Source: an optimization exercise on an open RTL-to-GDS flow (aim: small area, a short achievable clock period and few clock cycles). Production flows keep margins and buffers that such runs may drop. Function was not checked in any run shown here: the RTL went through the layout flow alone. No activity file was given, so power comes from the tool's default toggle rates.

[flow/config.mk]
export PLATFORM = sky130hd
export DESIGN_NAME = picoweb_engine
export DESIGN_NICKNAME = picoweb_engine
export VERILOG_FILES = /design/flow/design.v
export SDC_FILE = /design/flow/constraint.sdc
export NUM_CORES = 4
export LEC_CHECK = 0
export CAP_MARGIN = 20
export CORE_MARGIN = 2
export CORE_UTILIZATION = 40
export SLEW_MARGIN = 20
[flow/constraint.sdc]
create_clock -name core_clock -period 10.0 [get_ports {clk}]
set_input_delay 2.0000 -clock core_clock [delete_from_list [all_inputs] [get_ports {clk}]]
set_output_delay 2.0000 -clock core_clock [all_outputs]
set_load 0.01 [all_outputs]
[flow/design.v]
module picoweb_engine (
    input  wire        clk,
    input  wire        rst,
    input  wire        cmd_valid,
    output wire        cmd_ready,
    input  wire [1:0]  cmd_op,       
    input  wire [7:0]  cmd_type,     
    input  wire [7:0]  cmd_ctx,      
    input  wire [15:0] cmd_len,      
    input  wire [15:0] cmd_addr,     
    input  wire [5:0]  rx_len,       
    output wire [4:0]  rx_addr,
    input  wire [7:0]  rx_data,
    output wire [15:0] pay_addr,
    input  wire [7:0]  pay_data,
    output wire        tx_valid,
    output wire [7:0]  tx_data,
    output wire        ev_valid,
    output wire [1:0]  ev_kind,      
    output wire [7:0]  ev_type,
    output wire [7:0]  ev_ctx,
    output wire [7:0]  ev_data,
    output wire        rsp_valid,
    output wire [2:0]  rsp_status
);
    localparam MARKER = 8'hA5;
    localparam OP_TICK = 2'd0, OP_SUBMIT = 2'd1, OP_REGISTER = 2'd2, OP_PING = 2'd3;
    localparam E_IDLE = 2'd0, E_AWAIT = 2'd1, E_SENDING = 2'd2, E_RECV = 2'd3;
    localparam S_IDLE = 3'd0,    
               S_RD   = 3'd1,    
               S_DEC  = 3'd2,    
               S_PAY  = 3'd3,    
               S_TX   = 3'd4,    
               S_FLS  = 3'd5,    
               S_RSP  = 3'd6;    
    localparam A_NONE = 3'd0, A_NOOP = 3'd1, A_START = 3'd2, A_REJ = 3'd3,
               A_ACK = 3'd4, A_END = 3'd5, A_DATA = 3'd6, A_RESEND = 3'd7;
    reg [2:0]  st;
    reg        rdy;
    reg        rspv;
    reg [1:0]  stat;             
    reg [1:0]  estate;
    reg [6:0]  q_type [0:3];
    reg [7:0]  q_ctx  [0:3];
    reg [15:0] q_len  [0:3];
    reg [15:0] q_addr [0:3];
    reg [2:0]  q_n;
    reg [7:0]  h_seq;
    reg [7:0]  pp [0:3];
    reg [2:0]  pp_n;
    reg [6:0]  d_type;           
    reg [7:0]  d_seq, d_ctx, d_cks;
    reg [4:0]  d_blen;           
    reg [7:0]  d_b0, d_b1, d_b2;  
    reg        d_pay;
    reg        last_valid;
    reg        txv;
    reg [7:0]  txd;
    reg [4:0]  tpos;             
    reg [15:0] paddr;
    reg        flushing;         
    reg [4:0]  raddr;
    reg        syn;              
    reg [7:0]  acc;
    reg [7:0]  f_type, f_seq, f_ctx;
    reg [5:0]  f_len;            
    reg        bodyon;
    reg        evv;
    reg [1:0]  evk;
    reg [7:0]  evd;
    reg        flp;              
    integer i;
    assign cmd_ready  = rdy;
    assign rx_addr    = raddr;
    assign pay_addr   = paddr;
    assign tx_valid   = txv;
    assign tx_data    = txd;
    assign ev_valid   = evv;
    assign ev_kind    = evk;
    assign ev_type    = f_type;
    assign ev_ctx     = f_ctx;
    assign ev_data    = evd;
    assign rsp_valid  = rspv;
    assign rsp_status = {stat, 1'b0};
    wire [15:0] h_rem = q_len[0];
    wire        h_big = (h_rem > 16'd24);
    wire [4:0]  h_k   = h_big ? 5'd24 : h_rem[4:0];
    wire        ok      = (acc == 8'd0);
    wire [6:0]  kind    = f_type[7:1];
    wire        is_noop = syn || (!f_type[0] && ok && kind == 7'd0);
    reg [2:0] act;
    reg [1:0] est_n;
    reg       rec, mark, body, pop;
    always @(*) begin
        act   = A_NONE;
        est_n = estate;
        rec   = 1'b0;
        mark  = 1'b0;
        body  = 1'b0;
        pop   = 1'b0;
        if (is_noop) begin
            if (q_n == 3'd0)
                act = A_NOOP;
            else if (estate == E_IDLE) begin
                act   = A_START;
                est_n = E_AWAIT;
            end
        end else if (f_type[0]) begin
        end else if (!ok) begin
            act = A_REJ;
        end else begin
            case (kind)
            7'd1: rec = 1'b1;
            7'd2: mark = 1'b1;
            7'd3: begin
                case (estate)
                E_IDLE:    act = A_NOOP;
                E_AWAIT:   est_n = E_SENDING;
                E_SENDING: begin
                    if (h_rem != 16'd0)
                        act = A_DATA;
                    else begin
                        act   = A_END;
                        pop   = 1'b1;
                        est_n = E_IDLE;
                    end
                end
                default: ;
                endcase
            end
            7'd4: if (last_valid) act = A_RESEND;
            7'd5: begin act = A_ACK; est_n = E_RECV; end
            7'd6: begin act = A_ACK; est_n = E_IDLE; end
            default: begin
                if (estate == E_RECV && f_len >= 6'd9) begin
                    act  = A_ACK;
                    body = 1'b1;
                end
            end
            endcase
        end
    end
    wire flush = (est_n == E_IDLE);
    reg pp_hit;
    always @(*) begin
        pp_hit = 1'b0;
        for (i = 0; i < 4; i = i + 1)
            if (pp_n > i && pp[i] == f_ctx) pp_hit = 1'b1;
    end
    reg [6:0] n_type;
    reg [7:0] n_seq, n_ctx, n_b0, n_b1, n_b2, n_cks;
    reg [4:0] n_blen;
    always @(*) begin
        n_type = 7'd0; n_seq = 8'd0; n_ctx = 8'd0; n_blen = 5'd0;
        n_b0 = 8'd0; n_b1 = 8'd0; n_b2 = 8'd0;
        if (st == S_IDLE)
            n_type = 7'd1;                               
        else if (st != S_DEC) begin
            n_type = 7'd2;                               
            n_ctx  = pp[0];
        end else begin
            case (act)
            A_ACK: begin n_type = 7'd3; n_seq = f_seq; n_ctx = f_ctx; end
            A_REJ: begin
                n_type = 7'd4; n_seq = f_seq; n_ctx = f_ctx; n_blen = 5'd1; n_b0 = f_type;
            end
            A_START: begin
                n_type = 7'd5; n_seq = h_seq; n_ctx = q_ctx[0]; n_blen = 5'd3;
                n_b0 = {q_type[0], 1'b1}; n_b1 = h_rem[15:8]; n_b2 = h_rem[7:0];
            end
            A_END: begin n_type = 7'd6; n_seq = h_seq; n_ctx = q_ctx[0]; end
            default: n_type = 7'd0;                      
            endcase
        end
        n_cks = {n_type, 1'b1} ^ n_seq ^ n_ctx ^ {3'd0, n_blen[4:3] + 2'd1, n_blen[2:0]}
              ^ n_b0 ^ n_b1 ^ n_b2;
    end
    wire [7:0] data_hx = {q_type[0], 1'b1} ^ h_seq ^ q_ctx[0] ^ (8'd8 + {3'd0, h_k});
    wire [4:0] nx    = tpos + 5'd1;
    wire [4:0] nj    = nx - 5'd8;
    reg  [7:0] nbyte;
    always @(*) begin
        case (nx)
        5'd1: nbyte = d_seq;
        5'd2: nbyte = d_ctx;
        5'd3: nbyte = 8'd8 + {3'd0, d_blen};
        5'd4: nbyte = d_cks;
        5'd5, 5'd6, 5'd7: nbyte = 8'd0;
        default: begin
            if (nj >= d_blen)
                nbyte = 8'd0;
            else if (d_pay)
                nbyte = pay_data;
            else if (nj == 5'd0)
                nbyte = d_b0;
            else if (nj == 5'd1)
                nbyte = d_b1;
            else
                nbyte = d_b2;
        end
        endcase
    end
    task start_tx(input [6:0] t);
        begin
            last_valid <= 1'b1;
            txd  <= {t, 1'b1};
            txv  <= 1'b1;
            tpos <= 5'd0;
            st   <= S_TX;
        end
    endtask
    task load_frame;
        begin
            d_type <= n_type; d_seq <= n_seq; d_ctx <= n_ctx; d_cks <= n_cks;
            d_blen <= n_blen; d_b0 <= n_b0; d_b1 <= n_b1; d_b2 <= n_b2; d_pay <= 1'b0;
            start_tx(n_type);
        end
    endtask
    task pop_pong;
        begin
            for (i = 0; i < 3; i = i + 1) pp[i] <= pp[i+1];
            pp_n <= pp_n - 3'd1;
        end
    endtask
    wire pay_last = (st == S_PAY) && (tpos + 5'd1 == h_k);
    wire q_sh     = (st == S_DEC) && pop;
    always @(posedge clk) begin
        for (i = 0; i < 3; i = i + 1) begin
            if ((rdy && q_n == i) || q_sh) begin
                q_type[i] <= rdy ? cmd_type[7:1] : q_type[i+1];
                q_ctx[i]  <= rdy ? cmd_ctx       : q_ctx[i+1];
            end
            if ((rdy && q_n == i) || q_sh || (i == 0 && pay_last)) begin
                q_len[i]  <= rdy ? cmd_len  : (i == 0 && st == S_PAY) ? h_rem - {11'd0, h_k} : q_len[i+1];
                q_addr[i] <= rdy ? cmd_addr : (i == 0 && st == S_PAY) ? paddr + 16'd1        : q_addr[i+1];
            end
        end
        if (rdy && q_n == 3'd3) begin
            q_type[3] <= cmd_type[7:1];
            q_ctx[3]  <= cmd_ctx;
            q_len[3]  <= cmd_len;
            q_addr[3] <= cmd_addr;
        end
    end
    always @(posedge clk) begin
        if (rst) begin
            st         <= S_IDLE;
            rdy        <= 1'b1;
            rspv       <= 1'b0;
            stat       <= 2'd0;
            estate     <= E_IDLE;
            q_n        <= 3'd0;
            h_seq      <= 8'd0;
            pp_n       <= 3'd0;
            last_valid <= 1'b0;
            txv        <= 1'b0;
            evv        <= 1'b0;
            bodyon     <= 1'b0;
            flushing   <= 1'b0;
            flp        <= 1'b0;
            raddr      <= 5'd3;
        end else begin
            evv <= 1'b0;
            if (bodyon) begin
                evv   <= 1'b1;
                evk   <= 2'd0;
                evd   <= rx_data;
                raddr <= raddr + 5'd1;
                if ({1'b0, raddr} + 6'd1 == f_len) bodyon <= 1'b0;
            end
            if (flp && st != S_DEC) begin
                flp    <= 1'b0;
                evv    <= 1'b1;
                evk    <= 2'd2;
                evd    <= 8'd0;
                f_type <= 8'd0;
                f_ctx  <= 8'd0;
            end
            case (st)
            S_IDLE: begin
                raddr <= 5'd3;
                acc   <= 8'd0;
                f_len <= (rx_len > 6'd32) ? 6'd32 : rx_len;
                syn   <= (rx_len < 6'd8);
                if (cmd_valid) begin
                    rdy  <= 1'b0;
                    stat <= 2'd0;
                    case (cmd_op)
                    OP_TICK: begin
                        st <= (rx_len < 6'd8) ? S_DEC : S_RD;
                    end
                    OP_SUBMIT: begin
                        if (cmd_type[7:1] < 7'd7)
                            stat <= 2'd1;
                        else if (q_n == 3'd4)
                            stat <= 2'd2;
                        else
                            q_n <= q_n + 3'd1;
                        rspv <= 1'b1;
                        st   <= S_RSP;
                    end
                    OP_REGISTER: begin
                        rspv <= 1'b1;
                        st   <= S_RSP;
                    end
                    OP_PING: begin
                        flushing <= 1'b0;
                        load_frame;
                    end
                    endcase
                end
            end
            S_RD: begin
                acc <= acc ^ rx_data;
                case (raddr)
                5'd0: f_type <= rx_data;
                5'd1: f_seq  <= rx_data;
                5'd2: f_ctx  <= rx_data;
                5'd3: begin
                    f_len <= rx_data[5:0];
                    syn   <= (rx_data < 8'd8) || (rx_data > {2'b00, f_len});
                end
                default: ;
                endcase
                if (raddr == 5'd0 && (syn || rx_data[0]))
                    st <= S_DEC;
                else if (raddr >= 5'd4 && {1'b0, raddr} + 6'd1 == f_len)
                    st <= S_DEC;
                if (raddr == 5'd3)
                    raddr <= 5'd0;
                else if (raddr == 5'd2)
                    raddr <= 5'd4;
                else
                    raddr <= raddr + 5'd1;
            end
            S_DEC: begin
                estate   <= est_n;
                flushing <= flush;
                flp      <= flush;
                if (pop) begin
                    q_n   <= q_n - 3'd1;
                    h_seq <= 8'd0;
                end
                if (rec && !pp_hit && pp_n != 3'd4) begin
                    for (i = 0; i < 4; i = i + 1)
                        if (pp_n == i) pp[i] <= f_ctx;
                    pp_n <= pp_n + 3'd1;
                end
                raddr  <= 5'd8;
                bodyon <= body;
                if (mark) begin
                    evv <= 1'b1;
                    evk <= 2'd1;
                    evd <= MARKER;
                end
                case (act)
                A_NONE: begin
                    if (flush)
                        st <= S_FLS;
                    else begin
                        rspv <= 1'b1;
                        st   <= S_RSP;
                    end
                end
                A_DATA: begin
                    paddr <= q_addr[0];
                    tpos  <= 5'd0;
                    acc   <= data_hx;
                    st    <= S_PAY;
                end
                A_RESEND: start_tx(d_type);
                default:  load_frame;
                endcase
            end
            S_PAY: begin
                acc   <= acc ^ pay_data;
                paddr <= paddr + 16'd1;
                tpos  <= tpos + 5'd1;
                if (tpos + 5'd1 == h_k) begin
                    d_type <= q_type[0];
                    d_seq  <= h_seq;
                    d_ctx  <= q_ctx[0];
                    d_cks  <= acc ^ pay_data;
                    d_blen <= h_k;
                    d_b1   <= q_addr[0][15:8];
                    d_b2   <= q_addr[0][7:0];
                    d_pay  <= 1'b1;
                    start_tx(q_type[0]);
                    h_seq     <= h_seq + 8'd1;
                end
            end
            S_FLS: begin
                if (pp_n != 3'd0) begin
                    pop_pong;
                    load_frame;
                end else begin
                    rspv <= 1'b1;
                    st   <= S_RSP;
                end
            end
            S_TX: begin
                if (tpos == 5'd31) begin
                    if (flushing && pp_n != 3'd0) begin
                        pop_pong;
                        load_frame;
                    end else
                        txv <= 1'b0;
                end else begin
                    tpos <= nx;
                    txd  <= nbyte;
                    if (tpos == 5'd6)
                        paddr <= {d_b1, d_b2};
                    else
                        paddr <= paddr + 16'd1;
                    if (tpos == 5'd30 && !(flushing && pp_n != 3'd0))
                        rspv <= 1'b1;
                end
            end
            default: ;
            endcase
            if (rspv) begin
                rspv     <= 1'b0;
                rdy      <= 1'b1;
                st       <= S_IDLE;
                flushing <= 1'b0;
            end
        end
    end
endmodule
[flow/flow/run.sh]
#!/bin/bash
# Standard ORFS layout of the design, with repair_timing aiming for extra setup
# slack. The constraints (constraint.sdc) are the standard flow's, unchanged.
set -euo pipefail
export SETUP_SLACK_MARGIN=${MARGIN:-6.0}
bash standard.sh finish > flow_finish.log 2>&1
[flow/standard.sh]
#!/bin/bash
# synth_recipe.tcl (not shown) runs the flow's synth.tcl, then flattens the netlist and writes it again
# the make line also repeats each setting of config.mk as NAME=value (left out here)
make -C /OpenROAD-flow-scripts/flow DESIGN_CONFIG=/design/flow/config.mk WORK_HOME=/design/flow/orfs CLKGATE_MAP_FILE= SYNTH_SCRIPT=/design/flow/synth_recipe.tcl "${@:-finish}"
==> flow_summary.yaml, run 1 <==
timing:
  hold_viol: 0
  setup_viol: 0
  fmax_ghz: 0.253
  setup_tns_ns: 0
  period_share_pct: 39.5
  min_period_ns: 3.95
  maxSlewHeadroom_pct: 28.8
  rsz0062_at_grt: "true"
  finalMaxSlewViolations: 0
  skew_ns: 0.0244
  worst_pin_slew_ns: 1.07
global_route:
  grt_most_used_layer: "met2"
  grt.met3_usage_pct: 3.69
  met1_usage_pct: 32.1
  grt_use_met2_pct: 36.0
  grt_pass1_wl_mm: 92.9
  grt_antenna_before_repair: 1
  grt_pass1_vias: 15300
  grt_use_total_pct: 22.8
  grt_max_degree: 105
  grt_overflow_total: 0
drt:
  wl_per_cell_um: 21.9
  first_pass_iters: 6
  vias: 15900
  postRouteAntennaNets: 0
  routed_wl_mm: 61.6
  drt_iter0_drc: 1757
  drt_drc_violations_left: 0
  vias_per_cell: 5.66
synthesis:
  synth_cell_types: 85
  yosys_warnings: 6
  synthCells: 1985
  syn_avg_cell_area_um2: 10.4
  synthSimpleGateAreaFrac_pct: 13.3
  synthesis.area_um2: 20500
  synth.area.top_cells: "edfxtp_1, o21ai_0, nand2_1, dfxtp_1, xnor2_1"
  seq_area_frac_synth_pct: 55.8
  synth_xor_area_share_pct: 5.31
  ys.flop_type: "edfxtp_1"
  synth_top_area_share_pct: 52.5
  synth_largest_area_cell: "edfxtp_1"
  synth_edf_count: 359
  synth_fa_ha_area_share_pct: 2.74
  synthArstFlopShare_pct: 0
  syn-num-nets: 2105
  synth-compound-area-share_pct: 16.4
  synth.area.mux_share_pct: 1.47
  synth-seq-cells: 393
  synth_top_family_by_area: "compound AO/OA/AOI/OAI gates"
final_layout:
  final_cell_mix: "edfxtp_1, nand2_1, o21ai_0"
  multiInputGateArea_um2: 8260
  final_cell_area_um2: 24200
  drive_above_1_share_pct: 7.98
  nNetsFinal: 2215
  seq_area_um2: 11500
  area_growth_pct: 17.9
  final_common_cell: "edfxtp_1"
  fill_cells: 4797
min_path:
  min_to: "last_valid"
  hold_path.startpoint: "last_valid"
  whs_path_depth: 2
  hp-class: "reg2reg"
critical_path:
  r2r_cells: 12
  r2r-start: "acc[0]"
  worstPathCellList: "clkdlybuf4s50_1"
  r2r-end: "d_cks[1]"
  start_kind: "flop"
  slowest_stage: "edfxtp_1"
  reg2reg_slack_ns: 6.12
  path_delay_family: "flip-flops"
  crit_path_max_incr_delay_ns: 0.71
  worst_ep_arrival_time_ns: 1.95
  critPathBufInv: 1
  endpoint_kind: "primary output"
  required_ns: 8.00
  cp_max_fo: 14
  path_class: "reg2out"
clocking:
  cts_tree: "built"
  postCtsHoldBufs: 0
  cts_max_level: 2
  cts_buffer_depth: 3
  clk_pin_slew_ns: 0.06
  numCtsBuffers: 45
  clock-root-buffer: "clkbuf_16"
  clkSinkCount: 393
  clkLatencyLatePin_ns: 0.59
place:
  placed_area_um2: 22500
  io_buffers: 134
  routabilityCongestion: 0.936
  place.detailed.hpwl_mm: 43.0
die:
  fp-row-count: 83
  chipHeight_um: 231
  core_area_um2: 51100
  die_w_um: 231
  io_pins: 137
  die_area_um2: 53200
  start_util_pct: 40.2
power:
  p_leak_uw: 0.00877
  powerDensity_nw_per_um2: 264
  peakVddDrop_uv: 137
status:
  outcome: "timing/DRC/antenna clean"
flow_run:
  cap_viol_max_count: 0
[how the worst max path moves through the flow]
stage / slack [ns] / depth (start not counted) / end / from
2_1_floorplan: 5.58 / 5 / d_b1[0] / cmd_op[1]
3_3_place_gp: 5.29 / 11 / syn / rx_data[1]
3_5_place_dp: 5.31 / 11 / syn / rx_data[1]
4_1_cts: 5.99 / 10 / d_cks[3] / acc[0]
5_1_grt: 5.98 / 11 / pp[2][7] / pp_n[0]
6_report: 6.05 / 1 / ev_type[3] / f_type[3]
[final cells by class]
class	instances	area share (%)
tap	680	3.51
sequential	393	47.3
inverter	145	2.25
antenna	2	0.0207
clock buffer	61	4.94
multi-input combinational	1332	34.1
clock inverter	20	0.759
timing repair buffer	178	7.08
[routing by layer]
layer	share of wire, %	routed length [um]
met5	0	0
met2	46	28100
met4	2.9	1780
met3	6.8	4190
met1	45	27500
[sequential cells by signal, indices dropped and copies added (netlist names), 16 cells and up]
| signal | flops |
|---|---|
| q_len | 64 |
| pp | 32 |
| q_ctx | 32 |
| q_addr | 64 |
| paddr | 16 |
| q_type | 28 |
[metrics by stage]
stage          std cells  power [uW]  setup WS, ns  hold WS, ns  util, %
2_1_floorplan       1985        3920          5.58        0.425        -
3_3_place_gp        2708        4690          5.29        0.445     44.1
3_5_place_dp        2708        4730          5.31        0.446     44.1
4_1_cts             2800        6360          5.99        0.461     47.1
5_1_grt             2809        6720          5.98        0.489     47.4
6_report            2811        6400          6.05        0.456     47.4
[Yosys cell counts (all sizes together), types with 4 or more instances]
master  instances
and2           13
nor4           17
nor3           30
o221a           8
nand3b          5
nor2          126
or2             6
mux2i          28
and4            5
o211ai          9
a21oi         105
or4             9
nand2         265
a222oi         12
edfxtp        359
xor2           47
a21boi          5
a21o            4
clkbuf         98
a22oi           7
o21ai         255
a31oi          11
nand3          34
a32oi           6
a211oi         16
dfxtp          34
a221oi         12
inv           144
ha             45
xnor2          75
buf            18
nand4          12
a22o           27
a221o          17
nor2b          15
or3            12
o22ai           9
nand2b         12
o21a            5
and3           24
[where the power goes]
| part | internal (uW) | switching, uW | total, uW |
|---|---|---|---|
| sequential | 2300 | 419 | 2720 |
| clock | 893 | 676 | 1570 |
| combinational | 802 | 1310 | 2110 |
| total | 4000 | 2400 | 6400 |
[cells by family after synthesis]
group | after synthesis
xor+xnor | 123
flops | 393
other cells | 2
fa+ha+maj | 45
compound gates | 539
mux | 30
simple gates | 592
buf+inv | 261
[timing repair]
| action | 4_1_cts | 5_1_grt |
|---|---|---|
| buffers inserted | 10 | 9 |
| endpoints found under the setup margin | 108 | 128 |
| resized for setup | 15 | 20 |
| pin swaps | 3 | 4 |
| gates cloned | 1 | 0 |
==> run 2: changes to the inputs <==
==> flow/flow/run.sh (replaced) <==
#!/bin/bash
# Standard ORFS layout of the design, with repair_timing aiming for extra setup
# slack. The constraints (constraint.sdc) are the standard flow's, unchanged.
set -euo pipefail
export SETUP_SLACK_MARGIN=${MARGIN:-6.5}
bash standard.sh finish > flow_finish.log 2>&1
==> run 2 against run 1 <==
Against the previous run:
- critical path depth up 10
- maximum frequency is 8.7% higher
- register-to-register slack better by 0.24 ns
- setup slack improved by 0.32 ns
- synthesized cell count did not move
- cell area grew 4.6%
- hold slack improved by 0.011 ns
- die area did not move
- combinational power grew 12%
==> flow_summary.yaml, run 2 <==
drt:
  met1_length_mm: 27.5
  drt_drc_violations_left: 0
  dr_wl_met3_mm: 4.96
  vias_per_cell: 5.64
  postRouteAntennaNets: 0
  first_pass_iters: 8
  top_layer: "met4"
  routed_wl_mm: 63.1
  drt_iter0_drc: 1710
  dr_wl_met2_mm: 28.6
  wl_per_cell_um: 21.8
  vias: 16300
critical_path:
  r2r_cells: 11
  required_ns: 10.31
  worst_ep_arrival_time_ns: 3.95
  endpoint_kind: "flop"
  path_class: "reg2reg"
  cp_max_fo: 7
  start_kind: "flop"
global_route:
  grt_max_degree: 93
  grt_pass1_vias: 15800
  grt_antenna_before_repair: 1
  grt_overflow_total: 0
  grt_pass1_wl_mm: 95.4
  grt_use_total_pct: 23.4
synthesis:
  ys.flop_type: "edfxtp_1"
  synth_top_area_share_pct: 52.5
  synth_edf_count: 359
  synth.area.top_cells: "edfxtp_1, o21ai_0, nand2_1, dfxtp_1, xnor2_1"
  synth_cell_types: 85
  synthArstFlopShare_pct: 0
  seq_area_frac_synth_pct: 55.8
  yosys_warnings: 6
  synth.most_common_cell: "edfxtp_1"
  synthCells: 1985
  synthesis.area_um2: 20500
  syn-num-nets: 2105
  synth_largest_area_cell: "edfxtp_1"
  netlist_top_cells_count: "edfxtp_1, nand2_1, o21ai_0"
  syn_avg_cell_area_um2: 10.4
  synth-seq-cells: 393
clocking:
  clk_pin_slew_ns: 0.06
  clkLatencyLatePin_ns: 0.60
  cts_buffer_depth: 3
  numCtsBuffers: 46
  cts_tree: "built"
  cts_max_level: 2
  clock-root-buffer: "clkbuf_16"
  clkSinkCount: 393
status:
  outcome: "timing/DRC/antenna clean"
die:
  io_pins: 137
  start_util_pct: 40.2
  fp-row-count: 83
  core_area_um2: 51100
  die_w_um: 231
  die_area_um2: 53200
  chipHeight_um: 231
final_layout:
  final_common_cell: "edfxtp_1"
  final_cell_mix: "edfxtp_1, nand2_1, o21ai_0"
  biggestRegsByFlops: "q_addr: 64 flops, q_len: 64 flops"
  area_growth_pct: 23.3
  multiInputGateArea_um2: 8610
  antennaDiodeCount: 0
  seq_area_um2: 11500
  nNetsFinal: 2297
  fill_cells: 4650
  drive_above_1_share_pct: 14.6
timing:
  holdWs_ns: 0.466
  maxSlewHeadroom_pct: 28.8
  worst_pin_slew_ns: 1.07
  setup_tns_ns: 0
  fmax_ghz: 0.275
  skew_ns: 0.0423
  min_period_ns: 3.64
  finalMaxSlewViolations: 0
  hold_viol: 0
  period_share_pct: 36.4
  rsz0062_at_grt: "true"
  setup_viol: 0
place:
  io_buffers: 134
  place.detailed.hpwl_mm: 42.6
  routabilityCongestion: 0.938
power:
  peakVddDrop_uv: 139
  powerDensity_nw_per_um2: 266
  p_leak_uw: 0.00939
flow_run:
  cap_viol_max_count: 0
min_path:
  whs_path_depth: 2
  hp-class: "reg2reg"
## run 2: cell types whose count changed in the layout (fill, tap and decap cells not counted), moves of 5 or more
cell             previous run  this run
buf_4                      41       111
dfxtp_1                    33        26
clkinv_2                    6        11
clkinvlp_4                  0         9
buf_6                       0         9
o21ai_0                   247       241
dlygate4sd2_1               1        52
dfxtp_2                     0         7
clkdlybuf4s50_1           131        75
nor2_4                      5        12
clkbuf_1                   15         3
nor2_1                    114       107
## run 2: area by class of cell
type                            instances  area share, %
Sequential cell                       393           45.3
Timing Repair inverter                  1         0.0296
Timing Repair Buffer                  258           9.12
Tap cell                              680           3.36
Inverter                              145           2.16
Clock buffer                           50           4.64
Clock inverter                         36           1.45
Multi-Input combinational cell       1332           34.0
## run 2: what timing repair did
action | CTS | global route
hold buffers | 0 | 0
resized for setup | 134 | 57
gates cloned | 3 | 1
endpoints found under the setup margin | 360 | 228
pin swaps | 23 | 24
buffers inserted | 59 | 41
## run 2: logic make-up (layout without fill, tap and decap cells)
group / after synthesis / in the layout / synth area share (%)
other: 2 / 2 / 0.0365
AO/OA/AOI/OAI: 539 / 539 / 16.4
AND/OR/NAND/NOR: 592 / 593 / 13.3
multiplexers: 30 / 30 / 1.47
flip-flops: 393 / 393 / 55.8
buffers and inverters: 261 / 490 / 4.93
adder cells (fa/ha/maj): 45 / 45 / 2.74
XOR/XNOR: 123 / 123 / 5.31
## run 2: critical path, cell delays in order (launching register included)
cell	delay, ns
edfxtp_1	0.44
or4_4	0.64
o211ai_1	0.20
buf_4	0.17
a211oi_4	0.05
o22ai_2	0.24
nand2_2	0.21
nor2_4	0.24
a31oi_1	0.09
xnor2_1	0.33
xnor3_1	0.42
mux2_1	0.33
## run 2: final timing paths
path | from | endpoint | slack, ns
worst max-delay path | f_type[5] | d_cks[3] | 6.36
worst min-delay path | last_valid | last_valid | 0.47
worst max register to register | f_type[5] | d_cks[3] | 6.36
worst min register to register | last_valid | last_valid | 0.47
## run 2: metrics by stage
step | cells | utilization, % | cell area [um2] | worst slack [ns] | total power (uW)
after floorplan | 1985 | - | 20600 | 5.58 | 3920
after global placement | 2705 | 44.1 | 22500 | 5.23 | 4680
after detailed placement | 2705 | 44.1 | 22500 | 5.22 | 4720
after CTS | 2853 | 48.6 | 24800 | 6.35 | 6590
after global routing | 2895 | 49.6 | 25300 | 6.29 | 7070
final | 2895 | 49.6 | 25300 | 6.36 | 6730
## run 2: report_power, final
group / internal (uW) / total [uW] / switching, uW / leakage [uW]
logic: 926 / 2370 / 1450 / 0.00501
clock network: 990 / 1700 / 713 / 0.000739
registers: 2300 / 2650 / 352 / 0.00364
total: 4220 / 6730 / 2510 / 0.00939
## run 2: routing by layer
metal / global-route usage (%) / up-vias
li1: - / 7592
met1: 32.4 / 7973
met2: 36.7 / 624
met3: 4.52 / 127
met4: 8.45 / 0
met5: 0 / -

port drivers added, routing unchanged:
The results above use ideal ports. As a check the final layouts listed here were re-extracted and re-timed, cells and wires unchanged. Step 1 assumes that a clkbuf_16 drives the clock port and a buf_2 every other input. Step 2 moves the port delays by t, midway between the first and last clock arrival at a register: inputs arrive t later, outputs are due t later. That takes back most of the time a late clock gives input paths. a / b / c = ideal ports / drivers / drivers and shift; a / b = the first two.
| run | t, ns | slack for setup (ns) | clock arrival spread, ns | worst slew at a driven data input, ns |
|---|---|---|---|---|
| run 1 | 0.639 | 6.049 / 5.989 / 5.525 | 0.024 / 0.025 | 0.05 |
| run 2 | 0.631 | 6.364 / 6.364 / 5.909 | 0.043 / 0.043 | 0.05 |
After both steps setup and hold are still met in every run listed. For run 1, which loses most, drivers alone change the setup slack by -0.060 ns; drivers and shift together by -0.524 ns.
